Context: an optimization exercise on an open-source flow, tuned for small area, a short achievable clock period and few clock cycles per item. The choices shown serve that exercise and are no tape-out recipe. Only simulation tests tie the RTL to the original design; equivalence was not proved. Power and IR drop assume default switching activity.

the reference run:
Design ct_meas, start of the top module:
module ct_meas (
    input  wire        clk,
    input  wire        rst,         
    input  wire        start,       
    input  wire        mode,        
    input  wire [1:0]  chan,        
    input  wire [15:0] raw,         
    output reg         ready,
    output reg         done,
    output reg         accept,
    output reg  [1:0]  chan_next,
    output wire [34:0] ohms,
    output wire [15:0] vmv,
    output wire [27:0] digits,      
    output reg         alert
);
Size in the first run: roughly 1300 cells after synthesis, about 150 flip-flops, about 110 I/O pins, ~11000 um^2 of cells after synthesis.
export LEC_CHECK = 0
export CAP_MARGIN = 20
export CORE_MARGIN = 2
export CORE_UTILIZATION = 40
export SETUP_SLACK_MARGIN = 5
export SLEW_MARGIN = 20
create_clock -name core_clock -period 10.0 [get_ports {clk}]
standard.sh (not shown) runs the stock make flow with config.mk's settings and CLKGATE_MAP_FILE= SYNTH_SCRIPT=/design/flow/synth_recipe.tcl, a recipe that flattens the netlist after the stock synthesis.
==> flow/flow/run.sh <==
#!/bin/bash
# Own flow: the standard layout (standard synthesis unchanged), with
# - port buffers of a plain buffer cell (every port still gets one).
set -euo pipefail
MARGIN=$(cat flow/margin.txt)
PORTBUF=$(cat flow/portbuf.txt)
bash standard.sh SETUP_SLACK_MARGIN="$MARGIN" "BUFFER_PORTS_ARGS=-buffer_cell $PORTBUF" finish > flow_standard.log 2>&1
==> flow/flow/margin.txt <==
6.5
==> flow/flow/portbuf.txt <==
sky130_fd_sc_hd__buf_2
Testbench counts of the reference run, summed over its fixed seeds: cycles 29,389, items 2,048.
Setup changes, the reference run to the trial run
--- a/flow/design.v
+++ b/flow/design.v
@@ -30,19 +30,18 @@
     reg        qd;             
     reg [34:0] q;
     reg [27:0] bcd;
     reg        fin;            
     reg        b_md, b_neg, b_acc, b_al;
     reg [1:0]  b_ch, b_cn;
     reg        vneg;           
     reg [6:0]  dfix;           
     wire neg  = s[15];
-    wire b_vpos = b_md && !b_neg;    
     wire last = (cnt == 6'd1);
     assign ohms   = q;
     assign vmv    = q[15:0] ^ {16{vneg}};
     genvar g;
     generate
         for (g = 0; g < 7; g = g + 1) begin : dout
             assign digits[4*g +: 4] = dfix[g] ? bcd[4*g +: 4] - 4'd6 : bcd[4*g +: 4];
         end
     endgenerate
@@ -69,37 +68,37 @@
             {2'd2, 2'd2}: begin r_init = 16'd6250; k_init = 6'd20; x_init = 1'b0; end
             {2'd3, 2'd3}: begin r_init = 16'd10437; k_init = 6'd22; x_init = 1'b1; end
             {2'd3, 2'd2}: begin r_init = 16'd5218; k_init = 6'd23; x_init = 1'b1; end
             {2'd3, 2'd1}: begin r_init = 16'd2609; k_init = 6'd24; x_init = 1'b0; end
             {2'd3, 2'd0}: begin r_init = 16'd0; k_init = 6'd36; x_init = 1'b1; end
             default: begin r_init = 16'bx; k_init = 6'bx; x_init = 1'bx; end
         endcase
     end
     wire [26:0] rem_init = mode ? {1'b0, {raw, 10'd746} ^ {26{raw[15]}}} : {11'd0, r_init};
-    wire [5:0]  cnt_init = mode ? (raw[15] ? 6'd16 : 6'd15) : k_init;
+    wire [5:0]  cnt_init = mode ? 6'd16 : k_init;
     wire        xb_init  = mode ? raw[15] : x_init;
     wire       acc_i = md || (!slo && !shi) || (ch == 2'd3 && slo) ||
                        (ch == 2'd0 && shi);
     wire [1:0] cn_i  = (md || acc_i) ? ch : slo ? ch + 2'd1 : ch - 2'd1;
     reg [19:0] kc;
     always @(*) begin
         case (ch)
             2'd0:    kc = 20'd986;
             2'd1:    kc = 20'd9750;
             2'd2:    kc = 20'd100000;
             default: kc = 20'd668000;
         endcase
     end
-    wire [3:0]  vidx  = cnt[3:0] - (neg ? 4'd3 : 4'd2);
+    wire [3:0]  vidx  = cnt[3:0] - 4'd3;
     wire [14:0] vtail = neg ? 15'd25600 : 15'd8192;
     wire [5:0]  kidx  = cnt - 6'd18;
     wire        xb_nx = take ? xb_init :
-                        md ? (cnt >= (neg ? 6'd3 : 6'd2) && vtail[vidx])
+                        md ? (cnt >= 6'd3 && cnt <= 6'd17 && vtail[vidx])
                            : (cnt >= 6'd18 && kc[kidx[4:0]]);
     wire        sgn   = rem[26];
     wire [26:0] t     = {rem[25:0], xb};
     wire [26:0] dvs   = md ? VDIV : {11'd0, s};
     wire [27:0] ad_w  = {t, 1'b1} + {dvs ^ {27{!sgn}}, !sgn};    
     wire [26:0] rem_n = ad_w[27:1];
     wire        qb    = !rem_n[26];
     reg [27:0] bcd_adj;
     reg [3:0]  dd;
@@ -163,26 +162,26 @@
         step2 <= step1;
         if (state != F_IDLE && (step1 || state == F_NODIV)) begin
             b_md  <= md;
             b_neg <= neg;
             b_ch  <= ch;
             b_acc <= acc_i;
             b_cn  <= cn_i;
             b_al  <= !md && ch == 2'd0 && !neg && s >= 16'd30295;
         end
-        dfix      <= b_vpos ? 7'd0 : ~dcy;
-        accept    <= b_acc;
-        chan_next <= b_cn;
-        vneg      <= b_md && b_neg;
-        alert     <= b_al;
-        if (fin && !b_vpos) begin
-            q   <= q_cor;
-            bcd <= xs;
+        if (fin) begin
+            q         <= q_cor;
+            bcd       <= xs;
+            dfix      <= ~dcy;
+            accept    <= b_acc;
+            chan_next <= b_cn;
+            vneg      <= b_md && b_neg;
+            alert     <= b_al;
         end else if (step2) begin
             q   <= {34'd0, qd};
             bcd <= {27'd0, qd};
         end else begin
             q   <= {q[33:0], qd};
             bcd <= {bcd_adj[26:0], qd};
         end
         if (rst) begin
             state <= F_IDLE;
--- outcome ---
- Going from the reference run to the trial run, fraction of power consumed by the clock network saw a decrease; switching portion of total power saw an increase.
- The trial run gives more worst hold-check slack than the reference run did.
- Compared with the reference run, the trial run shows a depth of the critical timing path with buffers and inverters included that is 23 lower.
- XOR/XNOR share of the synthesized area in the trial run is 1.5 points lower than in the reference run
- Fmax: the trial run above the reference run
- Final design instance area without fill delta for the trial run relative to the reference run: 1.5% lower
Testbench counts of the trial run, summed over its fixed seeds: cycles 29,712, items 2,048.

-- port drivers added, routing unchanged --
How much do the figures lean on ideal ports? The routed layouts below were timed once more, with nothing changed but the port constraints. Step 1 (the two cells are an assumption about what drives the block):
set clk [get_ports {clk}]
set_driving_cell -lib_cell sky130_fd_sc_hd__clkbuf_16 $clk
set_driving_cell -lib_cell sky130_fd_sc_hd__buf_2 [delete_from_list [all_inputs] $clk]
Step 2, shift: input delay + t, output delay - t, t = (earliest + latest rising clock arrival at the registers) / 2. This alone moves slack from input paths to output paths. a / b / c = ideal / step 1 / step 2; a / b = the first two.
run | t (ns) | slack for setup (ns) | worst setup path at the end | worst data-port slew with drivers (ns) | pins driven straight from the clock port
the reference run | 0.476 | 6.214 / 6.214 / 5.808 | input to register | 0.12 | 1
the trial run | 0.475 | 6.510 / 6.461 / 6.140 | input to register | 0.06 | 1
After both steps every run listed still meets setup and hold. The setup slack of the reference run, which loses most, moves by 0.000 ns with the drivers and by -0.406 ns with both steps.
